Context: an optimization exercise on an open-source flow, tuned for a short achievable clock period. The choices shown serve that exercise and are no tape-out recipe.
RTL that was checked went through simulation tests only; none was proved equivalent to the original.
No driver is modelled on the clock port, so clock power and skew are understated where the tree is cut down; a real chip needs a root buffer or a tree.

==> run a: inputs <==
Design fcp, start of the top module:
module fcp #(
    parameter PMAX = 64                  
) (
    input  wire        clk,
    input  wire        rst,              
    input  wire        req_valid,
    input  wire [35:0] req,
    output reg         rsp_valid,
    output reg  [49:0] rsp
);
    localparam [7:0] PROTO_VER = 8'h03;
    localparam [7:0] CS_INIT   = 8'hFF;
    function [7:0] ks_add;
        input [7:0] x;
        input [7:0] y;
        input       ci;
        reg   [7:0] g0, p0, g1, p1, g2, p2, g3;
        reg   [8:0] c;
        integer n;
        begin
            g0 = x & y;
            p0 = x ^ y;
            g0[0] = g0[0] | (p0[0] & ci);
            for (n = 0; n < 8; n = n + 1) begin
                if (n >= 1) begin
                    g1[n] = g0[n] | (p0[n] & g0[n-1]);
                    p1[n] = p0[n] & p0[n-1];
                end else begin
                    g1[n] = g0[n];
                    p1[n] = p0[n];
                end
            end
            for (n = 0; n < 8; n = n + 1) begin
                if (n >= 2) begin
                    g2[n] = g1[n] | (p1[n] & g1[n-2]);
                    p2[n] = p1[n] & p1[n-2];
                end else begin
                    g2[n] = g1[n];
                    p2[n] = p1[n];
                end
            end
            for (n = 0; n < 8; n = n + 1) begin
                if (n >= 4)
  ...
make LEC_CHECK=0 ABC_CLOCK_PERIOD_IN_PS=1000 CAP_MARGIN=20 CORE_MARGIN=2 CORE_UTILIZATION=60 PLACE_DENSITY=0.75 SETUP_SLACK_MARGIN=2.8 SLEW_MARGIN=20 finish   # period 4.5 ns
run.sh (not shown) runs the stock make flow with config.mk's settings and CLKGATE_MAP_FILE= SYNTH_SCRIPT=/design/flow/synth_recipe.tcl, a recipe that flattens the netlist after the stock synthesis.
==> run b (differences from run a) <==
==> flow/design.v (replaced) <==
module fcp #(
    parameter PMAX = 64                  
) (
    input  wire        clk,
    input  wire        rst,              
    input  wire        req_valid,
    input  wire [35:0] req,
    output reg         rsp_valid,
    output reg  [49:0] rsp
);
    localparam [7:0] PROTO_VER = 8'h03;
    localparam [7:0] CS_INIT   = 8'hFF;
    localparam       NOH       = PMAX + 6;    
    wire [3:0]  opsel = req[35:32];
    wire [31:0] arg   = req[31:0];
    wire [7:0]  b     = arg[7:0];
    wire [15:0] s_len = arg[31:16];
    reg         st_idle, st_fill, st_emit;    
    reg  [7:0]  acc_a;       
    reg  [7:0]  acc_p;       
    reg         acc_sv;      
    reg  [7:0]  t_sum;       
    reg  [7:0]  t_type;
    reg  [7:0]  t_id;
    reg  [6:0]  t_len;       
    reg  [PMAX:0]   pc;      
    reg  [6:0]  prem;        
    reg         plast;       
    reg         wen;         
    reg  [7:0]  wd;
    reg  [NOH-1:0]  oh;      
    reg  [6:0]  eidx;
    reg  [7:0]  eb;          
    reg         elast;       
    reg  [5:0]  hc;          
    reg         hvalid;
    reg  [47:0] hdr;         
    reg  [7:0]  pbuf [0:PMAX-1];
    wire o_csinit  = (opsel == 4'h1);
    wire o_csadd   = (opsel == 4'h2);
    wire o_csfin   = (opsel == 4'h3);
    wire o_encst   = (opsel == 4'h4);
    wire o_encpay  = (opsel == 4'h5);
    wire o_encemit = (opsel == 4'h6);
    wire o_abort   = (opsel == 4'h7);
    wire o_push    = (opsel == 4'h8);
    wire o_get     = (opsel == 4'h9);
    wire o_hdclr   = (opsel == 4'hA);
    wire o_pack    = (opsel == 4'hB);
    wire o_unpack  = (opsel == 4'hC);
    wire o_ill     = (opsel[3:2] == 2'b11) && (opsel[1:0] != 2'b00);
    wire len_big   = (|s_len[15:7]) || (s_len[6] && (|s_len[5:0]));
    wire v         = req_valid && !rst;
    wire a_csinit  = v && o_csinit && st_idle;
    wire a_csadd   = v && o_csadd  && st_idle;
    wire a_encst   = v && o_encst  && st_idle && !len_big;
    wire a_encpay  = v && o_encpay && st_fill;
    wire a_emit    = v && o_encemit && st_emit;
    wire a_abort   = v && o_abort;
    wire a_push    = v && o_push;
    wire a_hdclr   = v && o_hdclr;
    wire [7:0]  acc_x   = acc_sv ? t_sum : acc_a;
    wire [7:0]  acc_y   = acc_sv ? t_id  : acc_p;
    wire [7:0]  acc_cur = acc_x + acc_y + {7'd0, acc_sv};
    reg  [7:0]  pay_nx;
    integer j;
    always @(*) begin
        pay_nx = 8'd0;
        for (j = 0; j < PMAX; j = j + 1)
            pay_nx = pay_nx | (pbuf[j] & {8{oh[j+5]}});
    end
    wire [7:0]  nb = ({8{oh[0]}} & PROTO_VER)
                   | ({8{oh[1]}} & t_type)
                   | ({8{oh[2]}} & t_id)
                   | ({8{oh[3]}} & {1'b0, t_len})
                   | pay_nx;
    wire [47:0] hdr_g = hdr & {48{hvalid}};
    wire g_cs   = o_csfin && st_idle;
    wire g_em   = o_encemit && st_emit;
    wire g_acc  = g_cs || (g_em && oh[0]);
    wire g_eb   = g_em && !oh[0];
    wire [1:0]  status;
    assign status[0] = ((o_csinit || o_csadd || o_csfin || o_encst) && !st_idle)
                     || (o_encpay && !st_fill)
                     || (o_encemit && !st_emit)
                     || (o_get && !hvalid)
                     || o_ill;
    assign status[1] = (o_encst && st_idle && len_big) || o_ill;
    wire [31:0] pack_w   = {arg[27:6], arg[5:0], 4'b0000};
    wire [31:0] unpack_w = {arg[2:0], arg[3], arg[31:10], arg[9:4]};
    wire [47:0] data = ({48{g_acc}}    & {40'd0, ~acc_cur})
                     | ({48{g_eb}}     & {40'd0, eb})
                     | ({48{g_em}}     & {39'd0, elast, 8'd0})
                     | ({48{o_push}}   & {47'd0, hc[5]})
                     | ({48{o_get}}    & hdr_g)
                     | ({48{o_pack}}   & {16'd0, pack_w})
                     | ({48{o_unpack}} & {16'd0, unpack_w});
    always @(posedge clk) begin
        rsp_valid <= v;
        rsp       <= {status, data};
    end
    always @(posedge clk) begin
        if (rst) begin
            st_idle <= 1'b1;
            st_fill <= 1'b0;
            st_emit <= 1'b0;
        end else if (a_abort) begin
            st_idle <= 1'b1;
            st_fill <= 1'b0;
            st_emit <= 1'b0;
        end else if (a_encst) begin
            st_idle <= 1'b0;
            st_fill <= (s_len != 16'd0);
            st_emit <= (s_len == 16'd0);
        end else if (a_encpay && plast) begin
            st_fill <= 1'b0;
            st_emit <= 1'b1;
        end else if (a_emit && elast) begin
            st_emit <= 1'b0;
            st_idle <= 1'b1;
        end
    end
    always @(posedge clk) begin
        if (rst || a_csinit)
            acc_a <= CS_INIT;
        else
            acc_a <= acc_cur;
        acc_p  <= (a_csadd || a_encpay) ? b : 8'd0;
        acc_sv <= a_encst;
    end
    always @(posedge clk) begin
        if (st_idle) begin
            t_sum  <= arg[7:0] + s_len[7:0] + 8'd1;
            t_type <= arg[7:0];
            t_id   <= arg[15:8];
            t_len  <= s_len[6:0];
        end
    end
    always @(posedge clk) begin
        if (st_idle) begin
            pc    <= {{PMAX{1'b0}}, 1'b1};
            prem  <= s_len[6:0];
            plast <= (s_len[6:0] == 7'd1);
        end else if (a_encpay) begin
            pc    <= {pc[PMAX-1:0], 1'b0};
            prem  <= prem - 7'd1;
            plast <= (prem == 7'd2);
        end
        wen <= a_encpay;
        wd  <= b;
    end
    integer i;
    always @(posedge clk) begin
        for (i = 0; i < PMAX; i = i + 1)
            if (wen && pc[i+1])
                pbuf[i] <= wd;
    end
    always @(posedge clk) begin
        if (!st_emit) begin
            oh    <= {{(NOH-1){1'b0}}, 1'b1};
            eidx  <= 7'd0;
            elast <= 1'b0;
        end else if (a_emit) begin
            oh    <= {oh[NOH-2:0], 1'b0};
            eidx  <= eidx + 7'd1;
            elast <= (eidx == t_len + 7'd4);
            eb    <= nb;
        end
    end
    always @(posedge clk) begin
        if (rst || a_hdclr) begin
            hc     <= 6'b000001;
            hvalid <= 1'b0;
        end else if (a_push) begin
            hc <= {hc[4:0], hc[5]};
            if (hc[0]) hvalid <= 1'b0;
            if (hc[5]) hvalid <= 1'b1;
        end
    end
    genvar g;
    generate
        for (g = 0; g < 6; g = g + 1) begin : g_hdr
            always @(posedge clk)
                if (a_push && hc[g])
                    hdr[8*g +: 8] <= b;
        end
    endgenerate
endmodule
ABC_CLOCK_PERIOD_IN_PS = not set   (was 1000)
CORE_UTILIZATION = 40   (was 60)
PLACE_DENSITY = 0.6   (was 0.75)
SETUP_SLACK_MARGIN = not set   (was 2.8)
==> flow_summary.ini <==
[critical_path]
max_stage_delay_ps = 530
worst_setup_path_start_kind = primary input
critical_path_class = primary input to flop
startpoint = req[1]
critical_path.slowest_cell = fa_1

[place]
dp_hpwl_um = 38500
place.gp.congestion = 0.897

[clock_network]
numCtsBuffers = 74

[grt]
met2_usage = 0.490
met3_usage = 0.0555
grt_use_met1 = 0.403

[final_layout]
final_cell_mix = nand2_1 (1108), edfxtp_1 (591), dfxtp_1 (122)
buffer_area_frac = 0.0757

[route]
drt_iter0_markers = 2684
num_vias = 21400

[synthesis]
syn-cell-area_um2 = 30100
synth.ff_latch_count = 758

[outcome]
status = no timing/DRC/antenna violations
the above is filed under run a

==> flow_summary.ini <==
[outcome]
status = no timing/DRC/antenna violations

[critical_path]
max_stage_delay_ps = 920
worst_setup_path_start_kind = flop
startpoint = oh[12]$_SDFFE_PN0P_

[place]
dp_hpwl_um = 64300

[grt]
grt_use_met1 = 0.356

[clock_network]
numCtsBuffers = 85

[final_layout]
final_cell_mix = edfxtp_1 (607), nand2_1 (303), dfxtp_1 (218)

[route]
drt_iter0_markers = 3327

[synthesis]
synth.ff_latch_count = 836
the above is filed under run b

Only the layout flow was run in run a; the RTL was not checked for function there.

* * *

==> amber: inputs <==
Another version of the RTL of fcp (not shown whole).
export LEC_CHECK = 0
export ABC_CLOCK_PERIOD_IN_PS = 800
export CAP_MARGIN = 20
export CORE_MARGIN = 2
export CORE_UTILIZATION = 40
export PLACE_DENSITY = 0.6
export SETUP_SLACK_MARGIN = 2.75
export SLEW_MARGIN = 20
export SYNTH_HIERARCHICAL = 1
export SYNTH_MINIMUM_KEEP_SIZE = 0
create_clock -name core_clock -period 4.5 [get_ports {clk}]
standard.sh (not shown) runs the stock make flow with config.mk's settings and CLKGATE_MAP_FILE= SYNTH_SCRIPT=/design/flow/synth_recipe.tcl, a recipe that flattens the netlist after the stock synthesis.
==> flow/flow/run.sh <==
#!/bin/bash
# Standard layout, with the clock tree built by flow/tree.tcl (two levels of
# clkbuf_16) instead of TritonCTS. Full output of the ORFS run goes to
# flow_standard.log in the work folder; ORFS's own per-step logs stay under orfs/logs.
set -euo pipefail
W=$(pwd)
export PRE_CTS_TCL="$W/flow/tree.tcl"
bash standard.sh > "$W/flow_standard.log" 2>&1
Other scripts of this flow, unchanged in this note and not shown: flow/flow/tree.tcl
==> inputs of tundra, as changes to amber <==
--- a/flow/design.v
+++ b/flow/design.v
@@ -31,53 +31,65 @@
     reg  [6:0]  eidx;
     reg         elast;       
     reg         sp;          
     reg  [5:0]  hc;          
     reg         hvalid;
     reg  [47:0] hdr;         
+    reg         pp_v;        
+    reg  [7:0]  pp_b;
+    reg  [5:0]  pp_pos;
+    wire [47:0] hdr_eff;     
     reg  [7:0]  pbuf [0:PMAX-1];
     wire plast = wen ? prem2 : prem1;
     wire v, a_csinit, a_encst, a_encpay, a_emit, a_push, a_hdclr;
-    wire acc_en, acc_init, acc_add;
+    wire acc_init, acc_add, acc_init_c, acc_add_c;
     wire n_idle, n_fill, n_emit;
-    wire g_acc, g_eb, g_em, g_push, g_get, g_pack, g_unpack;
+    wire g_acc_a, g_acc_h, g_eb, g_em, g_push, g_get, g_pack, g_unpack;
     wire [1:0] status;
     wire len_big, len_zero;
     fcp_len u_len (.s_len(s_len), .len_big(len_big), .len_zero(len_zero));
     fcp_dec u_dec (
         .req_valid(req_valid), .rst(rst), .opsel(opsel),
         .len_big(len_big), .len_zero(len_zero),
         .st_idle(st_idle), .st_fill(st_fill), .st_emit(st_emit),
         .hvalid(hvalid), .plast(plast), .elast(elast), .kh0(kh[0]),
         .v(v), .a_csinit(a_csinit), .a_encst(a_encst), .a_encpay(a_encpay),
         .a_emit(a_emit), .a_push(a_push), .a_hdclr(a_hdclr),
         .n_idle(n_idle), .n_fill(n_fill), .n_emit(n_emit),
-        .g_acc(g_acc), .g_eb(g_eb), .g_em(g_em), .g_push(g_push),
+        .acc_sv(acc_sv), .g_acc_a(g_acc_a), .g_acc_h(g_acc_h), .g_eb(g_eb), .g_em(g_em), .g_push(g_push),
         .g_get(g_get), .g_pack(g_pack), .g_unpack(g_unpack), .status(status)
     );
     fcp_accen u_accen (
         .req_valid(req_valid), .rst(rst), .opsel(opsel),
         .st_idle(st_idle), .st_fill(st_fill), .acc_sv(acc_sv),
-        .acc_en(acc_en), .acc_init(acc_init), .acc_add(acc_add)
+        .acc_init(acc_init), .acc_add(acc_add)
+    );
+    fcp_accen u_accen_c (
+        .req_valid(req_valid), .rst(rst), .opsel(opsel),
+        .st_idle(st_idle), .st_fill(st_fill), .acc_sv(acc_sv),
+        .acc_init(acc_init_c), .acc_add(acc_add_c)
     );
     wire [7:0] acc_n;        
     wire [7:0] eff_s, eff_c;
-    fcp_obs u_obs (.acc_s(eff_s), .acc_c(eff_c), .acc_n(acc_n));
+    wire [7:0] hdr_n;        
+    fcp_obs u_obs_a (.acc_s(acc_s), .acc_c(acc_c), .acc_n(acc_n));
+    fcp_obs u_obs_h (.acc_s(hdr_s), .acc_c(hdr_c), .acc_n(hdr_n));
     wire [7:0] ebyte;
     fcp_emux u_emux (
         .kh(kh), .t_type(t_type), .t_id(t_id), .t_len(t_len),
         .sp(sp), .p0(pbuf[0]), .p1(pbuf[1]), .ebyte(ebyte)
     );
     wire [47:0] rest, data;
     fcp_rmux u_rmux (
         .g_eb(g_eb), .g_em(g_em), .g_push(g_push), .g_get(g_get),
         .g_pack(g_pack), .g_unpack(g_unpack), .ebyte(ebyte),
-        .elast(elast), .hc5(hc[5]), .hvalid(hvalid), .hdr(hdr), .arg(arg),
+        .elast(elast), .hc5(hc[5]), .hvalid(hvalid), .hdr(hdr_eff), .arg(arg),
         .data(rest)
     );
-    fcp_fin u_fin (.g_acc(g_acc), .acc_n(acc_n), .rest(rest), .data(data));
+    fcp_fin u_fin (.g_acc_a(g_acc_a), .acc_n(acc_n), .g_acc_h(g_acc_h), .hdr_n(hdr_n),
+                   .rest(rest), .data(data));
     always @(posedge clk) begin
         rsp_valid <= v;
         rsp       <= {status, data};
     end
     always @(posedge clk) begin
         st_idle <= n_idle;
@@ -85,25 +97,28 @@
         st_emit <= n_emit;
     end
     wire [7:0] acc_s_d, acc_c_d;
     assign eff_s = acc_sv ? hdr_s : acc_s;
     assign eff_c = acc_sv ? hdr_c : acc_c;
     wire [7:0] hdr_s_d, hdr_c_d;
-    fcp_accn u_accn (
+    wire [7:0] acc_s_nc, acc_c_ns;
+    fcp_accn u_accn_s (
         .acc_s(eff_s), .acc_c(eff_c), .b(b), .init(acc_init), .add(acc_add),
-        .acc_s_d(acc_s_d), .acc_c_d(acc_c_d)
+        .acc_s_d(acc_s_d), .acc_c_d(acc_s_nc)
+    );
+    fcp_accn u_accn_c (
+        .acc_s(eff_s), .acc_c(eff_c), .b(b), .init(acc_init_c), .add(acc_add_c),
+        .acc_s_d(acc_c_ns), .acc_c_d(acc_c_d)
     );
     fcp_hsum u_hsum (
         .type_b(arg[7:0]), .id_b(arg[15:8]), .len_b(s_len[7:0]),
         .hdr_s(hdr_s_d), .hdr_c(hdr_c_d)
     );
     always @(posedge clk) begin
-        if (acc_en) begin
-            acc_s <= acc_s_d;
-            acc_c <= acc_c_d;
-        end
+        acc_s <= acc_s_d;    
+        acc_c <= acc_c_d;    
         acc_sv <= a_encst;
         if (st_idle) begin
             hdr_s <= hdr_s_d;
             hdr_c <= hdr_c_d;
         end
     end
@@ -159,18 +174,24 @@
         end else if (a_push) begin
             hc <= {hc[4:0], hc[5]};
             if (hc[0]) hvalid <= 1'b0;
             if (hc[5]) hvalid <= 1'b1;
         end
     end
+    always @(posedge clk) begin
+        pp_v   <= a_push;
+        pp_b   <= b;
+        pp_pos <= hc;
+    end
     genvar g;
     generate
         for (g = 0; g < 6; g = g + 1) begin : g_hdr
             always @(posedge clk)
-                if (a_push && hc[g])
-                    hdr[8*g +: 8] <= b;
+                if (pp_v && pp_pos[g])
+                    hdr[8*g +: 8] <= pp_b;
+            assign hdr_eff[8*g +: 8] = (pp_v && pp_pos[g]) ? pp_b : hdr[8*g +: 8];
         end
     endgenerate
 endmodule
 module fcp_dec (
     input  wire        req_valid,
     input  wire        rst,
@@ -191,13 +212,15 @@
     output wire        a_emit,
     output wire        a_push,
     output wire        a_hdclr,
     output wire        n_idle,
     output wire        n_fill,
     output wire        n_emit,
-    output wire        g_acc,
+    input  wire        acc_sv,
+    output wire        g_acc_a,
+    output wire        g_acc_h,
     output wire        g_eb,
     output wire        g_em,
     output wire        g_push,
     output wire        g_get,
     output wire        g_pack,
     output wire        g_unpack,
@@ -231,13 +254,15 @@
                  || (a_emit && elast);
     assign n_fill = stay && ((st_fill && !(a_encpay && plast))
                           || (a_encst && !len_zero));
     assign n_emit = stay && ((st_emit && !(a_emit && elast))
                           || (a_encpay && plast)
                           || (a_encst && len_zero));
-    assign g_acc    = (o_csfin && st_idle) || (o_encemit && st_emit && kh0);
+    wire   g_acc    = (o_csfin && st_idle) || (o_encemit && st_emit && kh0);
+    assign g_acc_a  = g_acc && !acc_sv;
+    assign g_acc_h  = g_acc && acc_sv;
     assign g_eb     = o_encemit && st_emit && !kh0;
     assign g_em     = o_encemit && st_emit;
     assign g_push   = o_push;
     assign g_get    = o_get;
     assign g_pack   = o_pack;
     assign g_unpack = o_unpack;
@@ -252,20 +277,34 @@
     input  wire        req_valid,
     input  wire        rst,
     input  wire [3:0]  opsel,
     input  wire        st_idle,
     input  wire        st_fill,
     input  wire        acc_sv,
-    output wire        acc_en,
     output wire        acc_init,
     output wire        acc_add
 );
-    wire v = req_valid && !rst;
-    assign acc_add  = v && ((st_idle && opsel == 4'h2) || (st_fill && opsel == 4'h5));
-    assign acc_init = rst || (v && st_idle && opsel == 4'h1);
-    assign acc_en   = acc_init || acc_sv || acc_add;
+    wire q, m5, m2, m;
+    fcp_and1n2 u_q  (.a(req_valid), .b(rst), .c(opsel[3]), .y(q));
+    fcp_and2n1 u_m5 (.a(st_fill), .b(opsel[2]), .c(opsel[1]), .y(m5));
+    fcp_and2n1 u_m2 (.a(st_idle), .b(opsel[1]), .c(opsel[2]), .y(m2));
+    fcp_mux2   u_m  (.s(opsel[0]), .a(m5), .b(m2), .y(m));
+    fcp_and2   u_ad (.a(q), .b(m), .y(acc_add));
+    assign acc_init = rst || (req_valid && st_idle && opsel == 4'h1);
+endmodule
+module fcp_and1n2 (input wire a, input wire b, input wire c, output wire y);
+    assign y = a & ~b & ~c;
+endmodule
+module fcp_and2n1 (input wire a, input wire b, input wire c, output wire y);
+    assign y = a & b & ~c;
+endmodule
+module fcp_mux2 (input wire s, input wire a, input wire b, output wire y);
+    assign y = s ? a : b;
+endmodule
+module fcp_and2 (input wire a, input wire b, output wire y);
+    assign y = a & b;
 endmodule
 module fcp_accn (
     input  wire [7:0] acc_s,
     input  wire [7:0] acc_c,
     input  wire [7:0] b,
     input  wire       init,
@@ -323,14 +362,14 @@
         reg   [7:0] m;
         begin
             m     = (x & y) | (x & z) | (y & z);
             csa_c = {m[6:0], 1'b0};
         end
     endfunction
-    assign acc_s_d = init ? 8'hFF : add ? csa_s(acc_s, acc_c, b) : acc_s;
-    assign acc_c_d = init ? 8'h00 : add ? csa_c(acc_s, acc_c, b) : acc_c;
+    assign acc_s_d = add ? csa_s(acc_s, acc_c, b) : init ? 8'hFF : acc_s;
+    assign acc_c_d = add ? csa_c(acc_s, acc_c, b) : init ? 8'h00 : acc_c;
 endmodule
 module fcp_hsum (
     input  wire [7:0] type_b,
     input  wire [7:0] id_b,
     input  wire [7:0] len_b,
     output wire [7:0] hdr_s,
@@ -494,18 +533,21 @@
                 | ({48{g_push}}   & {47'd0, hc5})
                 | ({48{g_get}}    & (hdr & {48{hvalid}}))
                 | ({48{g_pack}}   & {16'd0, pack_w})
                 | ({48{g_unpack}} & {16'd0, unpack_w});
 endmodule
 module fcp_fin (
-    input  wire        g_acc,
+    input  wire        g_acc_a,
     input  wire [7:0]  acc_n,
+    input  wire        g_acc_h,
+    input  wire [7:0]  hdr_n,
     input  wire [47:0] rest,
     output wire [47:0] data
 );
-    assign data = {rest[47:8], rest[7:0] | (acc_n & {8{g_acc}})};
+    assign data = {rest[47:8],
+                   rest[7:0] | (acc_n & {8{g_acc_a}}) | (hdr_n & {8{g_acc_h}})};
 endmodule
 module fcp_len (
     input  wire [15:0] s_len,
     output wire        len_big,
     output wire        len_zero
 );
==> flow/config.mk (replaced) <==
export PLATFORM = sky130hd
export DESIGN_NAME = fcp
export DESIGN_NICKNAME = fcp
export VERILOG_FILES = /design/flow/design.v
export SDC_FILE = /design/flow/constraint.sdc
export NUM_CORES = 4
export LEC_CHECK = 0
export ABC_CLOCK_PERIOD_IN_PS = 800
export CAP_MARGIN = 20
export CORE_MARGIN = 2
export CORE_UTILIZATION = 55
export PLACE_DENSITY = 0.7
export SETUP_SLACK_MARGIN = 2.8
export SLEW_MARGIN = 20
export SYNTH_HIERARCHICAL = 1
export SYNTH_MINIMUM_KEEP_SIZE = 0
==> impl_results.md <==
* P&R area growth vs syn at 15.6%
* Pre-CTS WS at 1.14 ns
* Critical Path Sink: rsp[7]
* Max Clock Skew at 0.0301 ns
* Status: finished clean
# the run above: amber

==> impl_results.md <==
* Status: finished clean
* Cells on Worst Hold Path at 0
* Max Clock Skew at 0.0377 ns
* Register area at 0.0214 mm2
* P&R area growth vs syn at 13.5%
* Family with the most delay on the worst path: simple AND/OR/NAND/NOR gates
* Critical Path Sink: st_emit
* Pre-CTS WS at 1.14 ns
* Sw frac at 21.2%
# the run above: tundra

No functional check of the RTL was part of any run of this note. No run of this note takes its clock network from TritonCTS; it comes from the design's own scripts or RTL.

port drivers added, routing unchanged:
In the flow no input, the clock included, has a driving cell. The finished layouts below were timed again as built, in two steps. Step 1 assumes that a clkbuf_16 drives the clock port and a buf_2 every other input. Step 2 adds t to the input delays and takes it off the output delays; t is the mean of the earliest and latest rising clock arrival at the registers after step 1. Input paths then give back, and output paths get back, about the clock's delay inside the block. Three values: no drivers, after step 1, after step 2; two values: the first two.
run | shift t [ns] | setup slack, ns | hold WS [ns] | worst setup path at the end | pins driven straight from the clock port
run a | 0.655 | 1.722 / 1.739 / 1.084 | 0.446 / 0.446 / 0.446 | input to register | 1
run b | 0.712 | 1.498 / 1.498 / 1.014 | 0.436 / 0.436 / 0.436 | input to register | 1
amber | 0.512 | 2.314 / 2.314 / 1.931 | 0.478 / 0.478 / 0.478 | input to register | 4
tundra | 0.504 | 2.545 / 2.581 / 2.125 | 0.380 / 0.380 / 0.380 | input to register | 4
After both steps setup and hold are still met in every run listed. The setup slack of run a, which loses most, moves by +0.017 ns with the drivers and by -0.638 ns with both steps.
